Background: an optimization exercise with open tools, aiming at small area and few clock cycles per item. Do not read the settings as production practice. The RTL was checked by simulation tests, not by an equivalence proof against the original design. Power and IR drop assume default switching activity.

== rev 12 ==
==> flow/design.v (excerpt) <==
module bbe_getput (
    input  wire        clk,
    input  wire        rst,
    input  wire        in_valid,
    output wire        in_ready,
    input  wire        in_op,       
    input  wire [6:0]  in_n,        
    input  wire [63:0] in_base,
    input  wire [63:0] in_len,
    input  wire [63:0] in_cap,
    input  wire [63:0] in_pos,
    input  wire [71:0] in_win,      
    input  wire [63:0] in_val,
    output wire        out_valid,
    output wire [1:0]  out_code,    
    output wire [63:0] out_x,
    output wire [63:0] out_base,
    output wire [63:0] out_len,
    output wire [63:0] out_cap,
    output wire [63:0] out_pos,
    output wire [71:0] out_wdata,
    output wire [8:0]  out_wmask    
);
Size in the first run: roughly 400 flip-flops, ~810 I/O pins, ~27000 um2 of cells after synthesis.
clock: 12.0 ns
lec_check: 0
cap_margin: 20
core_margin: 2
core_utilization: 40
cts_buf_list: sky130_fd_sc_hd__clkbuf_4
slew_margin: 20
standard.sh (not shown) runs the stock make flow with config.mk's settings and CLKGATE_MAP_FILE= SYNTH_SCRIPT=/design/flow/synth_recipe.tcl, a recipe that flattens the netlist after the stock synthesis.
==> flow/flow/run.sh <==
#!/bin/bash
# The standard layout (the standard.sh: ORFS synthesis to final layout),
# with the port buffers that ORFS's global placement inserts made from the
# smallest buffer cell, sky130_fd_sc_hd__buf_1, in place of the default
# clkdlybuf4s50_1. Every input and output port still gets its own buffer.
set -euo pipefail
export BUFFER_PORTS_ARGS="-buffer_cell sky130_fd_sc_hd__buf_1"
bash standard.sh > standard_make.log 2>&1
Rev 12: PASS, flow complete, no timing, DRC or antenna violations
Testbench counts of rev 12, summed over its fixed seeds: cycles 24,000, items 24,000.
Input changes introduced in rev 13 (baseline for comparison: rev 12):
# rev 12
export LEC_CHECK = 0
export CAP_MARGIN = 20
export CORE_MARGIN = 2
export CORE_UTILIZATION = 40
export CTS_BUF_LIST = sky130_fd_sc_hd__clkbuf_4
export SLEW_MARGIN = 20
create_clock -name core_clock -period 12.0 [get_ports {clk}]
# rev 13
export LEC_CHECK = 0
export CAP_MARGIN = 20
export CORE_MARGIN = 2
export CORE_UTILIZATION = 40
export SLEW_MARGIN = 20
create_clock -name core_clock -period 12.0 [get_ports {clk}]
==> flow/run.sh (new file) <==
#!/bin/bash
# synth_recipe.tcl (not shown) runs the flow's synth.tcl, then flattens the netlist and writes it again
# the make line also repeats each setting of config.mk as NAME=value (left out here)
make -C /OpenROAD-flow-scripts/flow DESIGN_CONFIG=/design/flow/config.mk WORK_HOME=/design/flow/orfs CLKGATE_MAP_FILE= SYNTH_SCRIPT=/design/flow/synth_recipe.tcl finish
removed: flow/flow/run.sh
removed: flow/standard.sh
[summary]
[compare] base=rev 12 new=rev 13: total power divided by cell area fell by 5.8%, fraction of power consumed by sequential logic fell by 2.8 points, average wire per standard cell rose by about 5%, count of vias placed by the detailed router fell by 728. Part of the cycle the worst path needs (rev 13 over rev 12): increase, 1.4 points. Largest net degree at the start of global routing | rev 13 below rev 12.

* * *

run A:
The RTL this note starts from:
==> flow/design.v <==
module bbe_getput (
    input  wire        clk,
    input  wire        rst,
    input  wire        in_valid,
    output wire        in_ready,
    input  wire        in_op,       
    input  wire [6:0]  in_n,        
    input  wire [63:0] in_base,
    input  wire [63:0] in_len,
    input  wire [63:0] in_cap,
    input  wire [63:0] in_pos,
    input  wire [71:0] in_win,      
    input  wire [63:0] in_val,
    output wire        out_valid,
    output wire [1:0]  out_code,    
    output wire [63:0] out_x,
    output wire [63:0] out_base,
    output wire [63:0] out_len,
    output wire [63:0] out_cap,
    output wire [63:0] out_pos,
    output wire [71:0] out_wdata,
    output wire [8:0]  out_wmask    
);
    localparam [1:0] C_OK      = 2'd0;
    localparam [1:0] C_ILLEGAL = 2'd1;
    localparam [1:0] C_DESC    = 2'd2;
    localparam [1:0] C_BOUNDS  = 2'd3;
    localparam integer LO = 14;     
    localparam integer HI = 33 - LO;
    assign in_ready = 1'b1;
    function [33:0] rca;
        input [32:0] a, b;
        input        ci;
        input integer w;
        reg   [33:0] c;
        integer      k;
        begin
            rca = 34'd0;
            c = 34'd0;
            c[0] = ci;
            for (k = 0; k < 33; k = k + 1)
                if (k < w) begin
                    rca[k] = a[k] ^ b[k] ^ c[k];
                    c[k+1] = (a[k] & b[k]) | (a[k] & c[k]) | (b[k] & c[k]);
                end
            rca[33] = c[w];
        end
    endfunction
    function carry;
        input [63:0] g0, p0;
        input integer w;
        reg   [63:0] g, p;
        integer      i, k;
        begin
            g = g0;
            p = p0;
            for (k = 1; k < 64; k = k * 2)
                for (i = 0; i + k < 64; i = i + 2 * k)
                    if (i + k < w) begin
                        g[i] = g[i + k] | (p[i + k] & g[i]);
                        p[i] = p[i + k] & p[i];
                    end
            carry = g[0];
        end
    endfunction
    wire [2:0]  s        = in_pos[2:0];
    wire [6:0]  sn       = {4'd0, s} + in_n;       
    wire        illegal  = in_n[6] & (|in_n[5:0]);             
    wire        len_gt   = (|in_len[63:33]) |
                           carry({31'd0, in_len[32:0] & ~in_cap[32:0]},
                                 {31'd0, in_len[32:0] | ~in_cap[32:0]}, 33);
    wire [32:0] da       = in_base[32:0];
    wire [32:0] db       = in_cap[32:0];
    wire [33:0] dC       = {da[32] & db[32], da[31:0] | db[31:0], 1'b0};
    reg  [32:0] dg, dp;
    integer     b;
    always @(*) begin
        for (b = 0; b < 33; b = b + 1)
            if (b < 32) begin
                dg[b] = (da[b] & db[b] & dC[b]) | (~da[b] & ~db[b] & dC[b]);
                dp[b] = ((da[b] & db[b]) | dC[b]) | (~da[b] & ~db[b]);
            end else begin
                dg[b] = (da[b] & ~db[b] & dC[b]) | (~da[b] & db[b] & dC[b]);
                dp[b] = ((da[b] & ~db[b]) | dC[b]) | (~da[b] & db[b]);
            end
    end
    wire        bc_big   = (|in_base[63:33]) | (|in_cap[63:33]) | dC[33] |
                           carry({31'd0, dg}, {31'd0, dp}, 33);
    wire        desc_bad = len_gt | bc_big;
    wire [33:0] q_full   = {1'b0, in_pos[35:3]} + {30'd0, sn[6:3]};
    wire [32:0] q        = q_full[32:0];
    wire [34:0] bq       = {q_full, |sn[2:0]};
    wire [34:0] bl       = ~{1'b0, in_len[32:0], 1'b0};
    wire        bounds_bad = (|in_pos[63:36]) |
                             carry({29'd0, bq & bl}, {29'd0, bq | bl}, 35);
    wire [1:0]  code = illegal  ? C_ILLEGAL :
                       desc_bad ? C_DESC    :
                       bounds_bad ? C_BOUNDS : C_OK;
    wire        ok   = ~illegal & ~desc_bad & ~bounds_bad;
    wire [33:0] b_lo = rca(in_base[32:0], q, 1'b0, LO);
    wire [33:0] l_lo = rca(in_len[32:0], ~q, 1'b1, LO);
    wire [33:0] c_lo = rca(in_cap[32:0], ~q, 1'b1, LO);
    reg         r_valid;
    reg  [1:0]  r_code;
    reg         r_op;
    reg  [6:0]  r_sn;           
    reg  [63:0] r_base, r_len, r_cap, r_val;
    reg  [63:0] r_pos;          
    reg  [71:0] r_win;
    reg         r_bc, r_lc, r_cc;          
    always @(posedge clk) begin
        if (rst)
            r_valid <= 1'b0;
        else
            r_valid <= in_valid;
    end
    always @(posedge clk) begin
        r_code <= code;
        r_op   <= in_op;
        r_sn   <= ok ? sn : {4'd0, s};
        r_base <= {in_base[63:LO], ok ? b_lo[LO-1:0] : in_base[LO-1:0]};
        r_len  <= {in_len[63:LO],  ok ? l_lo[LO-1:0] : in_len[LO-1:0]};
        r_cap  <= {in_cap[63:LO],  ok ? c_lo[LO-1:0] : in_cap[LO-1:0]};
        r_pos  <= {in_pos[63:36], ok ? q[32:LO] : in_pos[35:3+LO], in_pos[2+LO:0]};
        r_win  <= in_win;
        r_val  <= in_val;
        r_bc   <= ok & b_lo[33];
        r_lc   <= ~ok | l_lo[33];
        r_cc   <= ~ok | c_lo[33];
    end
    wire        r_ok = (r_code == C_OK);
    wire [32:0] qg   = {{LO{1'b0}}, r_pos[35:3+LO] & {HI{r_ok}}};
    wire [33:0] b_hi = rca({{LO{1'b0}}, r_base[32:LO]}, qg, r_bc, HI);
    wire [33:0] l_hi = rca({{LO{1'b0}}, r_len[32:LO]}, ~qg, r_lc, HI);
    wire [33:0] c_hi = rca({{LO{1'b0}}, r_cap[32:LO]}, ~qg, r_cc, HI);
    assign out_valid = r_valid;
    assign out_code  = r_code;
    assign out_base  = {r_base[63:33], b_hi[HI-1:0], r_base[LO-1:0]};
    assign out_len   = {r_len[63:33],  l_hi[HI-1:0], r_len[LO-1:0]};
    assign out_cap   = {r_cap[63:33],  c_hi[HI-1:0], r_cap[LO-1:0]};
    assign out_pos   = {r_pos[63:36], r_pos[35:3] & {33{~r_ok}}, r_sn[2:0]};
    wire [2:0]  rs = r_pos[2:0];
    wire [6:0]  sh = 7'd72 - r_sn;                
    reg  [71:0] win_m;
    integer i;
    always @(*) begin
        win_m = r_win;
        for (i = 0; i < 7; i = i + 1)
            if (i < rs) win_m[71 - i] = 1'b0;
    end
    reg  [71:0] rev_val;
    always @(*) begin
        for (i = 0; i < 72; i = i + 1)
            rev_val[i] = (i >= 8) ? r_val[71 - i] : 1'b0;
    end
    wire [71:0] sh_in  = r_op ? rev_val : win_m;
    wire [71:0] sh_out = sh_in >> sh;
    assign out_x = sh_out[63:0] & {64{~r_op}};
    reg  [71:0] put_data;
    reg  [8:0]  put_mask;
    always @(*) begin
        for (i = 0; i < 72; i = i + 1)
            put_data[71 - i] = (r_op && (i < r_sn) && (i >= rs)) ? sh_out[i] : r_win[71 - i];
        put_mask[8] = r_op && (r_sn > {4'd0, rs});
        for (i = 1; i < 9; i = i + 1)
            put_mask[8 - i] = r_op && (8 * i < r_sn);
    end
    assign out_wdata = put_data;
    assign out_wmask = put_mask;
endmodule
clock: 12.0 ns
lec_check: 0
cap_margin: 20
core_margin: 2
core_utilization: 40
place_density: 0.75
slew_margin: 20
==> flow/flow/run.sh <==
#!/bin/bash
# The standard layout (standard.sh: ORFS synthesis to final layout) with
# three changes, all in how the layout is made:
#  1. Synthesis is ORFS's synthesis exactly as synth_recipe.tcl runs it, except
#     that the ABC technology-mapping step uses flow/abc_area.script, an
#     area-oriented mapping script (delay relaxed, two rounds of choice
#     computation and mapping with more area-recovery rounds),
#     in place of ORFS's abc_speed.script. Registers are mapped before ABC
#     runs, so they are the standard synthesis's registers.
#  2. The port buffers that ORFS's global placement inserts are made from the
#     smallest buffer cell, sky130_fd_sc_hd__buf_1, in place of the default
#     clkdlybuf4s50_1; every input and output port still gets its own buffer.
#  3. Clock tree synthesis clusters up to 26 sinks per leaf buffer and
#     inserts no dummy loads.
# Each tool's output goes to a log in this folder (and ORFS's own logs under
# orfs/logs).
set -euo pipefail
here=$(pwd)

# synthesis script: ORFS's synth.tcl with the ABC script replaced
sed 's|^  log_cmd abc {\*}\$abc_args$|  log_cmd abc {*}[lreplace $abc_args 1 1 '"$here"'/flow/abc_area.script]|' \
    "$FLOW_HOME/scripts/synth.tcl" > "$here/synth_area.tcl"
grep -q 'flow/abc_area.script' "$here/synth_area.tcl"
sed 's|\$::env(SCRIPTS_DIR)/synth.tcl|'"$here"'/synth_area.tcl|' \
    "$here/synth_recipe.tcl" > "$here/synth_recipe_area.tcl"
grep -q 'synth_area.tcl' "$here/synth_recipe_area.tcl"
sed 's|SYNTH_SCRIPT=[^ ]*synth_recipe.tcl|SYNTH_SCRIPT='"$here"'/synth_recipe_area.tcl|' \
    "$here/standard.sh" > "$here/standard_area.sh"
grep -q 'synth_recipe_area.tcl' "$here/standard_area.sh"

export BUFFER_PORTS_ARGS="-buffer_cell sky130_fd_sc_hd__buf_1"
export CTS_ARGS="-sink_clustering_enable -repair_clock_nets -dont_use_dummy_load -sink_clustering_size 26 -sink_clustering_max_diameter 100 -buf_list sky130_fd_sc_hd__clkbuf_16"
bash "$here/standard_area.sh" > "$here/standard_make.log" 2>&1
==> flow/flow/abc_area.script <==
&get -n
&st
&dc2
&syn2
&dch -f
&nf -R 1000 -C 32 -F 8 -A 4
&st
&dch -f
&nf -R 1000 -C 32 -F 8 -A 4
&put
topo
stime -c
Testbench counts of run A, summed over its fixed seeds: cycles 24,000, items 24,000.
Input changes introduced in run B (baseline for comparison: run A):
-- flow/flow/run.sh --
<<< run A, line 4
#  1. Synthesis is ORFS's synthesis exactly as synth_recipe.tcl runs it, except
#     that the ABC technology-mapping step uses flow/abc_area.script, an
#     area-oriented mapping script (delay relaxed, two rounds of choice
#     computation and mapping with more area-recovery rounds),
#     in place of ORFS's abc_speed.script. Registers are mapped before ABC
#     runs, so they are the standard synthesis's registers.
#  2. The port buffers that ORFS's global placement inserts are made from the
>>> run B, line 4
#  1. Synthesis is ORFS's synthesis exactly as synth_recipe.tcl runs it, except
#     that (a) the ABC technology-mapping step uses flow/abc_area.script, an
#     area-oriented mapping script (delay relaxed, two rounds of choice
#     computation and mapping with more area-recovery rounds), in place of
#     ORFS's abc_speed.script, and (b) only full adders are extracted into
#     adder cells (extract_fa -fa), so half-adder logic is left to ABC.
#     Registers are mapped before either step, so they are the standard
#     synthesis's registers.
#  2. The port buffers that ORFS's global placement inserts are made from the
<<< run A, line 20
# synthesis script: ORFS's synth.tcl with the ABC script replaced
sed 's|^  log_cmd abc {\*}\$abc_args$|  log_cmd abc {*}[lreplace $abc_args 1 1 '"$here"'/flow/abc_area.script]|' \
    "$FLOW_HOME/scripts/synth.tcl" > "$here/synth_area.tcl"
grep -q 'flow/abc_area.script' "$here/synth_area.tcl"
sed 's|\$::env(SCRIPTS_DIR)/synth.tcl|'"$here"'/synth_area.tcl|' \
>>> run B, line 22
# synthesis script: ORFS's synth.tcl with the ABC script replaced
sed -e 's|^  log_cmd abc {\*}\$abc_args$|  log_cmd abc {*}[lreplace $abc_args 1 1 '"$here"'/flow/abc_area.script]|' \
    -e 's|^  extract_fa {\*}\[dont_use_extract_fa_args\]$|  extract_fa -fa|' \
    "$FLOW_HOME/scripts/synth.tcl" > "$here/synth_area.tcl"
grep -q 'flow/abc_area.script' "$here/synth_area.tcl"
grep -q '^  extract_fa -fa$' "$here/synth_area.tcl"
sed 's|\$::env(SCRIPTS_DIR)/synth.tcl|'"$here"'/synth_area.tcl|' \
-- flow/config.mk --
<<< run A, line 10
export CORE_UTILIZATION = 40
export PLACE_DENSITY = 0.75
export SLEW_MARGIN = 20
>>> run B, line 10
export CORE_UTILIZATION = 40
export SLEW_MARGIN = 20
The core region area in run B was lower than what run A gave.
Taking run A as the reference, in run B wire length of the first global-routing pass up 2200 um; time the worst path needs with I/O delays and setup now sits higher; internal power contribution shows a reduction of 14 uW; fill cell total of the finished layout went down 121.
Post-synthesis instance area (run B over run A): decrease, 2.2%
Run B: PASS, flow complete, no timing, DRC or antenna violations
The following lists how run C was set up differently from run B:
==> flow/flow/run.sh <==
#!/bin/bash
# The standard layout (standard.sh: ORFS synthesis to final layout) with
# three changes, all in how the layout is made:
#  1. Synthesis is ORFS's synthesis exactly as synth_recipe.tcl runs it, except
#     that the ABC technology-mapping step uses flow/abc_area.script, an
#     area-oriented mapping script (delay relaxed, more area-recovery rounds),
#     in place of ORFS's abc_speed.script. Registers are mapped before ABC
#     runs, so they are the standard synthesis's registers.
#  2. The port buffers that ORFS's global placement inserts are made from the
#     smallest buffer cell, sky130_fd_sc_hd__buf_1, in place of the default
#     clkdlybuf4s50_1; every input and output port still gets its own buffer.
#  3. Clock tree synthesis clusters up to 26 sinks per leaf buffer and
#     inserts no dummy loads.
# Each tool's output goes to a log in this folder (and ORFS's own logs under
# orfs/logs).
set -euo pipefail
here=$(pwd)

# synthesis script: ORFS's synth.tcl with the ABC script replaced
sed 's|^  log_cmd abc {\*}\$abc_args$|  log_cmd abc {*}[lreplace $abc_args 1 1 '"$here"'/flow/abc_area.script]|' \
    "$FLOW_HOME/scripts/synth.tcl" > "$here/synth_area.tcl"
grep -q 'flow/abc_area.script' "$here/synth_area.tcl"
sed 's|\$::env(SCRIPTS_DIR)/synth.tcl|'"$here"'/synth_area.tcl|' \
    "$here/synth_recipe.tcl" > "$here/synth_recipe_area.tcl"
grep -q 'synth_area.tcl' "$here/synth_recipe_area.tcl"
sed 's|SYNTH_SCRIPT=[^ ]*synth_recipe.tcl|SYNTH_SCRIPT='"$here"'/synth_recipe_area.tcl|' \
    "$here/standard.sh" > "$here/standard_area.sh"
grep -q 'synth_recipe_area.tcl' "$here/standard_area.sh"

export BUFFER_PORTS_ARGS="-buffer_cell sky130_fd_sc_hd__buf_1"
export CTS_ARGS="-sink_clustering_enable -repair_clock_nets -dont_use_dummy_load -sink_clustering_size 29 -sink_clustering_max_diameter 90 -buf_list sky130_fd_sc_hd__clkbuf_16"
bash "$here/standard_area.sh" > "$here/standard_make.log" 2>&1
==> flow/flow/abc_area.script <==
&get -n
&st
&dc2
&syn2
&dch -f
&nf -R 1000 -C 32 -F 8 -A 4
&put
topo
stime -c
==> run notes <==
Per the comparison of run C with run B, worst voltage drop across the vdd grid went down, number of rows in the core area went up, sum of internal, switching and leakage power went up. Going from run B to run C, final cell count climbed 42, area share of buffers outside the clock network went down 0.31 points. r_code[0] as the launching instance or port of the critical path was reported by run C, and r_code[1] by run B. On worst-margin pin slew: between run C and run B, it ends up lower for run B. Between run B and run C, layout-stage area growth over the synthesis result decreased.
diff inputs: run C => run D
-- flow/flow/run.sh --
<<< run C, line 30
export BUFFER_PORTS_ARGS="-buffer_cell sky130_fd_sc_hd__buf_1"
export CTS_ARGS="-sink_clustering_enable -repair_clock_nets -dont_use_dummy_load -sink_clustering_size 29 -sink_clustering_max_diameter 90 -buf_list sky130_fd_sc_hd__clkbuf_16"
bash "$here/standard_area.sh" > "$here/standard_make.log" 2>&1
>>> run D, line 30
export BUFFER_PORTS_ARGS="-buffer_cell sky130_fd_sc_hd__buf_1"
export CTS_ARGS="-sink_clustering_enable -repair_clock_nets -dont_use_dummy_load -sink_clustering_size 14 -sink_clustering_max_diameter 60 -buf_list {sky130_fd_sc_hd__clkbuf_8 sky130_fd_sc_hd__clkbuf_16}"
bash "$here/standard_area.sh" > "$here/standard_make.log" 2>&1
==> run notes <==
Status: wire length parity (run D, run C)
Global-route usage: lower on run C
Compared with run C, in run D met2 global-route usage picked up an extra 0.41 points, final area up 1.7%, met1 track utilization from global routing dropped 0.28 points, violation count after the first detailed-routing iteration decreased by 48 relative to the old numbers, time the worst path needs with I/O delays and setup fell by 0.045 ns.
Diff run C and run D: share of cells above drive strength 1 higher in run D

-- static timing again, ports no longer ideal --
No port has a modelled driver above. Below, the same layouts with a new extraction and two added sets of constraints. Step 1: set_driving_cell puts a clkbuf_16 on clk and a buf_2 on each other input, an assumption about the parent block. Step 2 moves the port delays by t, midway between the first and last clock arrival at a register: inputs arrive t later, outputs are due t later. That takes back most of the time a late clock gives input paths. Slacks: ideal ports / drivers / drivers and shift; pairs: ideal ports / drivers.
| run | shift t [ns] | slack for setup (ns) | worst data-port slew with drivers (ns) | pins driven straight from the clock port |
|---|---|---|---|---|
| rev 12 | 0.982 | 1.631 / 1.566 / 2.547 | 0.14 | 1 |
| rev 13 | 0.666 | 1.462 / 1.394 / 2.060 | 0.17 | 1 |
| run A | 0.625 | 0.595 / 0.530 / 1.155 | 0.19 | 1 |
| run B | 0.629 | 0.535 / 0.469 / 1.098 | 0.20 | 1 |
| run C | 0.644 | 0.703 / 0.635 / 1.279 | 0.18 | 1 |
| run D | 0.629 | 0.748 / 0.682 / 1.311 | 0.16 | 1 |
After both steps every run listed still meets setup and hold.
